What follows belongs to an exercise in optimizing a design on an open flow for small area, a short achievable clock period and few clock cycles per item; a production flow would make more cautious choices. RTL that was checked went through simulation tests only; none was proved equivalent to the original. Power is estimated from default activity; no workload was simulated.

run E:
==> module tap_scaler, before the edit <==
module tap_scaler (
    input  wire        clk,
    input  wire        rst,           
    input  wire        req_valid,
    output wire        req_ready,
    input  wire [1:0]  req_op,        
    input  wire [31:0] req_arg0,
    input  wire [31:0] req_arg1,
    output reg         rsp_valid,     
    output wire [3:0]  result,        
    output reg  [31:0] res0,          
    output reg         scaler_ready,  
    output reg         fault,         
    output reg  [2:0]  scale_sel,     
    output reg  [31:0] scale_rate,    
    output wire [31:0] scale_clock    
);
    localparam [1:0] ST_IDLE = 2'd0, ST_MUL = 2'd1, ST_DIV = 2'd2;
    function [31:0] clock_rate;
        input [2:0] sel;    
        begin
            case (sel)
                3'b0_00: clock_rate = 32'd985248;    
                3'b1_00: clock_rate = 32'd1022727;   
                3'b0_01: clock_rate = 32'd1108405;   
                3'b1_01: clock_rate = 32'd1022727;   
                3'b0_10: clock_rate = 32'd886724;    
                default: clock_rate = 32'd894886;    
            endcase
        end
    endfunction
    function [5:0] bitlen;
        input [31:0] v;
        integer i;
        begin
            bitlen = 6'd0;
            for (i = 0; i < 32; i = i + 1)
                if (v[i]) bitlen = i + 1;
        end
    endfunction
    reg        r_inv, r_gen;
    assign result = {r_inv, 2'b00, r_gen};
    wire [31:0] cr = clock_rate(scale_sel);
    assign scale_clock = scaler_ready ? cr : 32'd0;
    wire [5:0]  bl_cr = (scale_sel == 3'b0_01) ? 6'd21 : 6'd20;
    wire [5:0]  bl_sr = bitlen(scale_rate);
    reg [1:0]  state;
    reg        rdy;
    reg        op_s2c;
    reg [32:0] acc;
    reg [33:0] low;
    reg        prev;          
    reg [4:0]  mreg;          
    reg [5:0]  cnt;
    reg [5:0]  pk_len;        
    reg        pk_s2c;        
    assign req_ready = rdy;
    wire accept = req_valid & rdy;
    wire [31:0] vv = op_s2c ? cr : scale_rate;       
    wire [31:0] dd = op_s2c ? scale_rate : cr;       
    wire        in_s2c  = pk_s2c;
    wire [31:0] in_d    = in_s2c ? scale_rate : cr;
    wire [5:0]  in_blv  = in_s2c ? bl_cr : bl_sr;
    wire [5:0]  in_bld  = in_s2c ? bl_sr : bl_cr;
    wire [6:0]  in_e1   = {1'b0, in_blv} + 7'd1 - {1'b0, in_bld};
    wire [5:0]  in_e    = (in_e1[6] | in_e1 == 7'd0) ? 6'd1 : in_e1[5:0];    
    wire [6:0]  in_t1   = {1'b0, pk_len} + {1'b0, in_e} - 7'd1;
    wire [4:0]  in_mreg = (in_t1 > 7'd32) ? 5'd16 : in_t1[5:1];
    wire cfg_ok = (req_arg0[1:0] != 2'd3) && (req_arg0[3:2] != 2'd3) &&
                  (req_arg0[31:6] == 26'd0) && (req_arg1 != 32'd0);
    wire        is_mul = (state == ST_MUL);
    wire        bn     = low[1] & ~(low[0] & prev);
    wire        b2     = (low[1] & ~low[0] & ~prev) | (~low[1] & low[0] & prev);
    wire        b1     = low[0] ^ prev;
    wire [35:0] bmag   = b2 ? {2'b00, vv, 2'b00} : b1 ? {3'b000, vv, 1'b0} : 36'd0;
    wire        sub    = ~acc[32];
    wire [35:0] opa    = {{2{acc[32]}}, acc, low[33]};
    wire [35:0] opb    = is_mul ? (bmag ^ {36{bn}}) : ({4'd0, dd} ^ {36{sub}});
    wire        cin    = is_mul ? bn : sub;
    wire [35:0] sum;
    wire        co;
    tap_adder u_add (.a(opa), .b(opb), .ci(cin), .s(sum), .co(co));
    wire        qbit   = ~sum[32];
    wire [33:0] quo    = {low[32:0], qbit};
    wire        ovf    = quo[33] | quo[32];
    wire last = (cnt == 6'd0);
    always @(posedge clk) begin
        if (rst) begin
            state        <= ST_IDLE;
            rdy          <= 1'b0;
            rsp_valid    <= 1'b0;
            r_inv        <= 1'b0;
            r_gen        <= 1'b0;
            res0         <= 32'd0;
            scaler_ready <= 1'b0;
            fault        <= 1'b0;
            scale_sel    <= 3'd0;
            scale_rate   <= 32'd0;
        end else begin
            rsp_valid <= 1'b0;
            pk_len    <= bitlen(req_arg0);
            pk_s2c    <= (req_op == 2'd1);
            rdy       <= 1'b0;
            case (state)
                ST_IDLE: begin
                    rdy <= req_valid & ~accept;
                end
                ST_MUL: begin
                    acc  <= sum[35:3];
                    low  <= {sum[2:1], low[33:2]};
                    prev <= low[1];
                    if (last) begin
                        cnt   <= {mreg, 1'b1};
                        state <= ST_DIV;
                    end else begin
                        cnt   <= cnt - 6'd1;
                    end
                end
                default: begin  
                    acc <= sum[32:0];
                    low <= quo;
                    cnt <= cnt - 6'd1;
                    if (last) begin
                        if (ovf) begin
                            fault <= 1'b1;
                            r_gen <= 1'b1;
                        end else begin
                            res0  <= quo[31:0];
                            r_gen <= 1'b0;
                        end
                        r_inv     <= 1'b0;
                        rsp_valid <= 1'b1;
                        state     <= ST_IDLE;
                        rdy       <= req_valid & ~accept;
                    end else if (cnt == 6'd1) begin
                        rdy       <= req_valid & (req_op[0] ^ req_op[1]);
                    end
                end
            endcase
            if (accept) begin
                case (req_op)
                    2'd0: begin
                        rsp_valid <= 1'b1;
                        r_gen     <= 1'b0;
                        if (cfg_ok) begin
                            scale_sel    <= {req_arg0[4], req_arg0[3:2]};
                            scale_rate   <= req_arg1;
                            scaler_ready <= 1'b1;
                            r_inv        <= 1'b0;
                        end else begin
                            r_inv        <= 1'b1;
                        end
                    end
                    2'd1, 2'd2: begin
                        if (!scaler_ready) begin
                            rsp_valid <= 1'b1;
                            r_gen     <= 1'b0;
                            r_inv     <= 1'b1;
                        end else begin
                            op_s2c <= in_s2c;
                            acc    <= {2'b00, in_d[31:1]};
                            low    <= {2'b00, req_arg0};
                            prev   <= 1'b0;
                            mreg   <= in_mreg;
                            cnt    <= {1'b0, in_mreg};
                            state  <= ST_MUL;
                        end
                    end
                    default: begin
                        rsp_valid <= 1'b1;
                        r_gen     <= 1'b0;
                        r_inv     <= 1'b1;
                    end
                endcase
            end
        end
    end
endmodule
clock: 10.0 ns
lec_check: 0
cap_margin: 20
core_margin: 2
core_utilization: 40
slew_margin: 20
run.sh (not shown) runs the stock make flow with config.mk's settings and CLKGATE_MAP_FILE= SYNTH_SCRIPT=/design/flow/synth_recipe.tcl, a recipe that flattens the netlist after the stock synthesis.
diff inputs: run E => run K
--- a/flow/design.v
+++ b/flow/design.v
@@ -41,51 +41,75 @@
     reg        r_inv, r_gen;
     assign result = {r_inv, 2'b00, r_gen};
     wire [31:0] cr = clock_rate(scale_sel);
     assign scale_clock = scaler_ready ? cr : 32'd0;
     wire [5:0]  bl_cr = (scale_sel == 3'b0_01) ? 6'd21 : 6'd20;
-    wire [5:0]  bl_sr = bitlen(scale_rate);
+    reg  [5:0]  bl_sr;        
     reg [1:0]  state;
     reg        rdy;
     reg        op_s2c;
     reg [32:0] acc;
     reg [33:0] low;
-    reg        prev;          
+    reg        bk_n, bk_2, bk_1;    
     reg [4:0]  mreg;          
     reg [5:0]  cnt;
     reg [5:0]  pk_len;        
     reg        pk_s2c;        
     assign req_ready = rdy;
     wire accept = req_valid & rdy;
-    wire [31:0] vv = op_s2c ? cr : scale_rate;       
-    wire [31:0] dd = op_s2c ? scale_rate : cr;       
+    wire        is_mul = (state == ST_MUL);
+    wire        is_div = (state == ST_DIV);
+    wire [31:0] opnd = (is_mul == op_s2c) ? cr : scale_rate;
     wire        in_s2c  = pk_s2c;
     wire [31:0] in_d    = in_s2c ? scale_rate : cr;
     wire [5:0]  in_blv  = in_s2c ? bl_cr : bl_sr;
     wire [5:0]  in_bld  = in_s2c ? bl_sr : bl_cr;
     wire [6:0]  in_e1   = {1'b0, in_blv} + 7'd1 - {1'b0, in_bld};
     wire [5:0]  in_e    = (in_e1[6] | in_e1 == 7'd0) ? 6'd1 : in_e1[5:0];    
     wire [6:0]  in_t1   = {1'b0, pk_len} + {1'b0, in_e} - 7'd1;
     wire [4:0]  in_mreg = (in_t1 > 7'd32) ? 5'd16 : in_t1[5:1];
     wire cfg_ok = (req_arg0[1:0] != 2'd3) && (req_arg0[3:2] != 2'd3) &&
                   (req_arg0[31:6] == 26'd0) && (req_arg1 != 32'd0);
-    wire        is_mul = (state == ST_MUL);
-    wire        bn     = low[1] & ~(low[0] & prev);
-    wire        b2     = (low[1] & ~low[0] & ~prev) | (~low[1] & low[0] & prev);
-    wire        b1     = low[0] ^ prev;
-    wire [35:0] bmag   = b2 ? {2'b00, vv, 2'b00} : b1 ? {3'b000, vv, 1'b0} : 36'd0;
+    function [2:0] booth;    
+        input y1, y0, ym;
+        begin
+            booth[2] = y1 & ~(y0 & ym);
+            booth[1] = (y1 & ~y0 & ~ym) | (~y1 & y0 & ym);
+            booth[0] = y0 ^ ym;
+        end
+    endfunction
+    wire [2:0]  bk_mul = booth(low[3], low[2], low[1]);
+    wire [2:0]  bk_ld  = booth(req_arg0[1], req_arg0[0], 1'b0);
+    wire [35:0] bmag   = bk_2 ? {2'b00, opnd, 2'b00} : bk_1 ? {3'b000, opnd, 1'b0} : 36'd0;
     wire        sub    = ~acc[32];
     wire [35:0] opa    = {{2{acc[32]}}, acc, low[33]};
-    wire [35:0] opb    = is_mul ? (bmag ^ {36{bn}}) : ({4'd0, dd} ^ {36{sub}});
-    wire        cin    = is_mul ? bn : sub;
+    wire [35:0] opb    = is_mul ? (bmag ^ {36{bk_n}}) : ({4'd0, opnd} ^ {36{sub}});
+    wire        cin    = is_mul ? bk_n : sub;
     wire [35:0] sum;
     wire        co;
     tap_adder u_add (.a(opa), .b(opb), .ci(cin), .s(sum), .co(co));
     wire        qbit   = ~sum[32];
     wire [33:0] quo    = {low[32:0], qbit};
     wire        ovf    = quo[33] | quo[32];
     wire last = (cnt == 6'd0);
+    wire busy_mul = is_mul;
+    wire busy_div = is_div & ~last;
+    always @(posedge clk) begin
+        if (busy_mul) begin
+            acc  <= sum[35:3];
+            low  <= {sum[2:1], low[33:2]};
+            {bk_n, bk_2, bk_1} <= bk_mul;
+        end else if (busy_div) begin
+            acc  <= sum[32:0];
+            low  <= quo;
+            {bk_n, bk_2, bk_1} <= bk_ld;
+        end else begin
+            acc  <= {2'b00, in_d[31:1]};
+            low  <= {2'b00, req_arg0};
+            {bk_n, bk_2, bk_1} <= bk_ld;
+        end
+    end
     always @(posedge clk) begin
         if (rst) begin
             state        <= ST_IDLE;
             rdy          <= 1'b0;
             rsp_valid    <= 1'b0;
@@ -96,31 +120,27 @@
             fault        <= 1'b0;
             scale_sel    <= 3'd0;
             scale_rate   <= 32'd0;
         end else begin
             rsp_valid <= 1'b0;
+            bl_sr     <= bitlen(scale_rate);
             pk_len    <= bitlen(req_arg0);
             pk_s2c    <= (req_op == 2'd1);
             rdy       <= 1'b0;
             case (state)
                 ST_IDLE: begin
                     rdy <= req_valid & ~accept;
                 end
                 ST_MUL: begin
-                    acc  <= sum[35:3];
-                    low  <= {sum[2:1], low[33:2]};
-                    prev <= low[1];
                     if (last) begin
                         cnt   <= {mreg, 1'b1};
                         state <= ST_DIV;
                     end else begin
                         cnt   <= cnt - 6'd1;
                     end
                 end
                 default: begin  
-                    acc <= sum[32:0];
-                    low <= quo;
                     cnt <= cnt - 6'd1;
                     if (last) begin
                         if (ovf) begin
                             fault <= 1'b1;
                             r_gen <= 1'b1;
@@ -156,13 +176,10 @@
                             rsp_valid <= 1'b1;
                             r_gen     <= 1'b0;
                             r_inv     <= 1'b1;
                         end else begin
                             op_s2c <= in_s2c;
-                            acc    <= {2'b00, in_d[31:1]};
-                            low    <= {2'b00, req_arg0};
-                            prev   <= 1'b0;
                             mreg   <= in_mreg;
                             cnt    <= {1'b0, in_mreg};
                             state  <= ST_MUL;
                         end
                     end
Results
Compared with run E, run K improves internal power component.
Between run E and run K, sequential power decreased.
| die area | run K vs run E | about 11% lower |
Compared to run E, the routing of run K uses less wire.
Between run K and run E, net total in the final layout is lower for run K, run E comes in above that.
Summed instance area of the synthesized netlist, run K and run E: larger value in run E
Testbench counts of run K, summed over its fixed seeds: cycles 66,024, items 2,560.
For run E, only the layout was checked, not whether the RTL still works.

-- separate check: timing with driven ports --
The flow's constraints put no driver on any port. The routed layouts listed below were extracted and timed again, unchanged, in two steps. Step 1 sets driving cells, clkbuf_16 on the clock port and buf_2 on the other inputs (assumed; they add their load-dependent delay and slew). Step 2 adds t to the input delays and takes it off the output delays; t is the mean of the earliest and latest rising clock arrival at the registers after step 1. Input paths then give back, and output paths get back, about the clock's delay inside the block. a / b / c = ideal ports / drivers / drivers and shift; a / b = the first two.
run | t (ns) | setup WS [ns] | worst register clock-pin slew, ns
run E | 0.484 | 3.680 / 3.680 / 3.680 | 0.08 / 0.08
run K | 0.482 | 4.356 / 4.356 / 4.356 | 0.09 / 0.09
After both steps every run listed still meets setup and hold.
